From an optimization exercise on the open Yosys and OpenROAD flow, aimed at small area, a short achievable clock period and few clock cycles; shortcuts taken in it are not production practice.
Function was checked by simulation only, so behaviour that the tests miss may differ from the original.
Power figures rest on the tool's default switching activity, not on a simulated workload.

## run 3
// bps_engine
module bps_engine (
    input  wire        clk,
    input  wire        rst,           
    input  wire        host_we,
    input  wire [7:0]  host_addr,
    input  wire [63:0] host_wdata,
    output reg  [63:0] host_rdata,
    output wire        src_re,
    output wire [15:0] src_addr,
    input  wire [7:0]  src_rdata,
    output wire        patch_re,
    output wire [15:0] patch_addr,
    input  wire [7:0]  patch_rdata,
    output wire        out_re,
    output wire [15:0] out_raddr,
    input  wire [7:0]  out_rdata,
    output wire        out_we,
    output wire [15:0] out_waddr,
    output wire [7:0]  out_wdata
);
export LEC_CHECK = 0
export CAP_MARGIN = 40
export CORE_MARGIN = 2
export CORE_UTILIZATION = 50
export SLEW_MARGIN = 40
create_clock -name core_clock -period 15.0 [get_ports {clk}]
standard.sh (not shown) runs the stock make flow with config.mk's settings and CLKGATE_MAP_FILE= SYNTH_SCRIPT=/design/flow/synth_recipe.tcl, a recipe that flattens the netlist after the stock synthesis.
==> flow/flow/run.sh <==
#!/bin/bash
# Layout flow: the standard synthesis unchanged, then the standard layout with a
# setup repair margin of 7.5 ns (repair_timing works toward a slack of 7.5 ns at the design's
# 15 ns clock) and every port buffered with a buf_1 cell (repair may upsize them).
set -euo pipefail
bash standard.sh synth > synth.log 2>&1
bash standard.sh SETUP_SLACK_MARGIN=7.5 "BUFFER_PORTS_ARGS=-buffer_cell sky130_fd_sc_hd__buf_1" finish > layout.log 2>&1
Testbench counts of run 3, summed over its fixed seeds: cycles 172,087.
#### Input delta (run 1 over run 3)
- a change of SLEW_MARGIN from 40 to 20
- an added CTS_BUF_LIST of sky130_fd_sc_hd__clkbuf_8
- an added CTS_CLUSTER_SIZE of 30
- a change of CAP_MARGIN from 40 to 20
--- outcome ---
Run 1 | status: complete | timing, DRC, antenna: pass
Compared with run 3, run 1 shows a final instance count without filler cells that is about 0.75% higher.
Relative to run 3, latest clock arrival within the worst-skew pair has increased by 70 ps in run 1.
Looking at launch point of the critical path, the host_addr[2] result is from run 3; the host_addr[1] one comes from run 1.
Side by side, clock period minus final worst setup slack turned out lower in run 1 than in run 3.
The run showing the greater final area is run 3.
Reported for run 3 and run 1, setup violation total in the final timing report turned out identical to the last digit.
As far as detailed-route wire length is concerned, run 3 and run 1 perform about the same.

========
== job 101 ==
Another version of the RTL of bps_engine (not shown whole).
For scale: roughly 3700 cells after synthesis, roughly 490 flip-flops.
## bps_engine
module bps_engine (
    input  wire        clk,
    input  wire        rst,           
    input  wire        host_we,
    input  wire [7:0]  host_addr,
    input  wire [63:0] host_wdata,
    output reg  [63:0] host_rdata,
    output wire        src_re,
    output wire [15:0] src_addr,
    input  wire [7:0]  src_rdata,
    output wire        patch_re,
    output wire [15:0] patch_addr,
    input  wire [7:0]  patch_rdata,
    output wire        out_re,
    output wire [15:0] out_raddr,
    input  wire [7:0]  out_rdata,
    output wire        out_we,
    output wire [15:0] out_waddr,
    output wire [7:0]  out_wdata
);
    localparam [2:0] E_FORMAT      = 3'd1;
    localparam [2:0] E_INTEGRITY   = 3'd2;
    localparam [2:0] E_BOUNDS      = 3'd3;
    localparam [2:0] E_CONSISTENCY = 3'd5;
    localparam [2:0] E_OVERFLOW    = 3'd6;
    localparam [2:0] E_CAPACITY    = 3'd7;
    localparam [3:0] S_MAG0  = 4'd0;    
    localparam [3:0] S_MAG   = 4'd1;    
    localparam [3:0] S_VAR   = 4'd2;    
    localparam [3:0] S_SCHK  = 4'd3;    
    localparam [3:0] S_TCHK  = 4'd4;    
    localparam [3:0] S_MCHK  = 4'd5;    
  ...
Settings: LEC_CHECK=0, CAP_MARGIN=30, CORE_MARGIN=2, CORE_UTILIZATION=50, CTS_BUF_LIST=sky130_fd_sc_hd__clkbuf_16, CTS_CLUSTER_DIAMETER=150, CTS_CLUSTER_SIZE=20, SLEW_MARGIN=30; clock period 15.0 ns.
Scripts as last shown in full above: flow/flow/run.sh
Testbench counts of job 101, summed over its fixed seeds: cycles 172,364.
#### Input delta (job 102 over job 101)
==> flow/flow/run.sh <==
#!/bin/bash
# Layout flow: the standard synthesis unchanged, then the standard layout with a
# setup repair margin of 7.5 ns (repair_timing works toward a slack of 7.5 ns at the design's
# 15 ns clock), every port buffered with a buf_1 cell (repair may upsize them), and the
# floorplan step removing synthesis buffers instead of repairing timing before placement.
set -euo pipefail
bash standard.sh synth > synth.log 2>&1
bash standard.sh SETUP_SLACK_MARGIN=7.5 REMOVE_ABC_BUFFERS=1 "BUFFER_PORTS_ARGS=-buffer_cell sky130_fd_sc_hd__buf_1" finish > layout.log 2>&1
Notes after the runs:
The multi-input combinational area share in job 102 was higher than what job 101 gave. The timing endpoint of the critical path comes out host_rdata[9] in one run and host_rdata[11] in the other, namely in job 102 and job 101 respectively. Comparing job 102 and job 101, hold slack is higher on job 102. Global-route usage of job 102 is on par with job 101. Changes observed in job 102 relative to job 101: non-clock buffer count lost 5; wire length lost about 0.6%; final clock period utilization by the worst path lost 0.58 points; global-route wire length before repair neither gained nor lost much; biggest cell delay along the critical path neither gained nor lost much. In job 102 the number of inserted diodes turned out 2 lower than in job 101. Delta (job 102 minus job 101): pin count of the biggest net entering global routing went down 10%; post-cts resize count went up 52%. nor2_4 as the worst-path cell with the longest stage delay was reported by job 102, and a31oi_2 by job 101.

========
Starting RTL as in the previous note.
// bps_engine
module bps_engine (
    input  wire        clk,
    input  wire        rst,           
    input  wire        host_we,
    input  wire [7:0]  host_addr,
    input  wire [63:0] host_wdata,
    output reg  [63:0] host_rdata,
    output wire        src_re,
    output wire [15:0] src_addr,
    input  wire [7:0]  src_rdata,
    output wire        patch_re,
    output wire [15:0] patch_addr,
    input  wire [7:0]  patch_rdata,
    output wire        out_re,
    output wire [15:0] out_raddr,
    input  wire [7:0]  out_rdata,
    output wire        out_we,
    output wire [15:0] out_waddr,
    output wire [7:0]  out_wdata
);
    localparam [2:0] E_FORMAT      = 3'd1;
    localparam [2:0] E_INTEGRITY   = 3'd2;
    localparam [2:0] E_BOUNDS      = 3'd3;
    localparam [2:0] E_CONSISTENCY = 3'd5;
    localparam [2:0] E_OVERFLOW    = 3'd6;
    localparam [2:0] E_CAPACITY    = 3'd7;
    localparam [3:0] S_MAG0  = 4'd0;    
    localparam [3:0] S_MAG   = 4'd1;    
  ...
==> flow/config.mk <==
export PLATFORM = sky130hd
export DESIGN_NAME = bps_engine
export DESIGN_NICKNAME = bps_engine
export VERILOG_FILES = /design/flow/design.v
export SDC_FILE = /design/flow/constraint.sdc
export NUM_CORES = 4
export LEC_CHECK = 0
export CAP_MARGIN = 30
export CORE_MARGIN = 2
export CORE_UTILIZATION = 60
export CTS_BUF_LIST = sky130_fd_sc_hd__clkbuf_16
export CTS_CLUSTER_DIAMETER = 150
export CTS_CLUSTER_SIZE = 20
export SLEW_MARGIN = 30
==> flow/constraint.sdc <==
create_clock -name core_clock -period 15.0 [get_ports {clk}]
set_input_delay 3.0000 -clock core_clock [delete_from_list [all_inputs] [get_ports {clk}]]
set_output_delay 3.0000 -clock core_clock [all_outputs]
set_load 0.01 [all_outputs]
==> flow/flow/run.sh <==
#!/bin/bash
# Layout flow: the standard synthesis unchanged, then the standard layout with a
# setup repair margin of 7.5 ns (repair_timing works toward a slack of 7.5 ns at the design's
# 15 ns clock) and every port buffered with a buf_1 cell (repair may upsize them).
set -euo pipefail
bash standard.sh synth > synth.log 2>&1
bash standard.sh SETUP_SLACK_MARGIN=7.5 "BUFFER_PORTS_ARGS=-buffer_cell sky130_fd_sc_hd__buf_1" finish > layout.log 2>&1
Testbench counts at the start, summed over its fixed seeds: cycles 172,364.
Next try:
==> flow/flow/run.sh (replaced) <==
#!/bin/bash
# Layout flow: the standard synthesis unchanged, then the standard layout with a
# setup repair margin of 7.5 ns (repair_timing works toward a slack of 7.5 ns at the design's
# 15 ns clock), every port buffered with a buf_1 cell (repair may upsize them), and the
# floorplan step removing synthesis buffers instead of repairing timing before placement.
set -euo pipefail
bash standard.sh synth > synth.log 2>&1
bash standard.sh SETUP_SLACK_MARGIN=7.5 REMOVE_ABC_BUFFERS=1 "BUFFER_PORTS_ARGS=-buffer_cell sky130_fd_sc_hd__buf_1" finish > layout.log 2>&1
- sequential power barely changes
- setup slack is worse by 0.024 ns
- clock power is higher by about 0.7%
- via count grows by about 0.33%
- cell area climbs by about 0.54%
- register-to-register slack improves by 0.16 ns
- synthesized area does not change
- routed wire length drops by 1.0%
- power rose by 0.43%
- global-route usage shrinks by 0.43 points

==> what the ideal ports hide <==
How much do the figures lean on ideal ports? The routed layouts below were timed once more, with nothing changed but the port constraints. Step 1 sets driving cells, clkbuf_16 on the clock port and buf_2 on the other inputs (assumed; they add their load-dependent delay and slew). Step 2 moves the port delays by t, midway between the first and last clock arrival at a register: inputs arrive t later, outputs are due t later. That takes back most of the time a late clock gives input paths. a / b / c = ideal / step 1 / step 2; a / b = the first two.
run	t (ns)	slack for setup (ns)	worst setup path after step 2	latest minus earliest clock arrival (ns)	worst register clock-pin slew, ns
run 3	0.718	7.407 / 7.323 / 7.239	input to register	0.052 / 0.051	0.07 / 0.07
run 1	0.790	7.459 / 7.351 / 7.188	input to register	0.052 / 0.052	0.07 / 0.07
job 101	0.704	7.396 / 7.331 / 7.331	input to output	0.040 / 0.040	0.11 / 0.11
job 102	0.709	7.482 / 7.397 / 7.397	input to output	0.037 / 0.038	0.11 / 0.11
the first run of note 3	0.699	7.534 / 7.425 / 7.425	input to output	0.049 / 0.050	0.10 / 0.10
the second run of note 3	0.695	7.510 / 7.406 / 7.406	input to output	0.029 / 0.029	0.11 / 0.11
After both steps setup and hold are still met in every run listed. For run 1, which loses most, drivers alone change the setup slack by -0.108 ns; drivers and shift together by -0.271 ns.
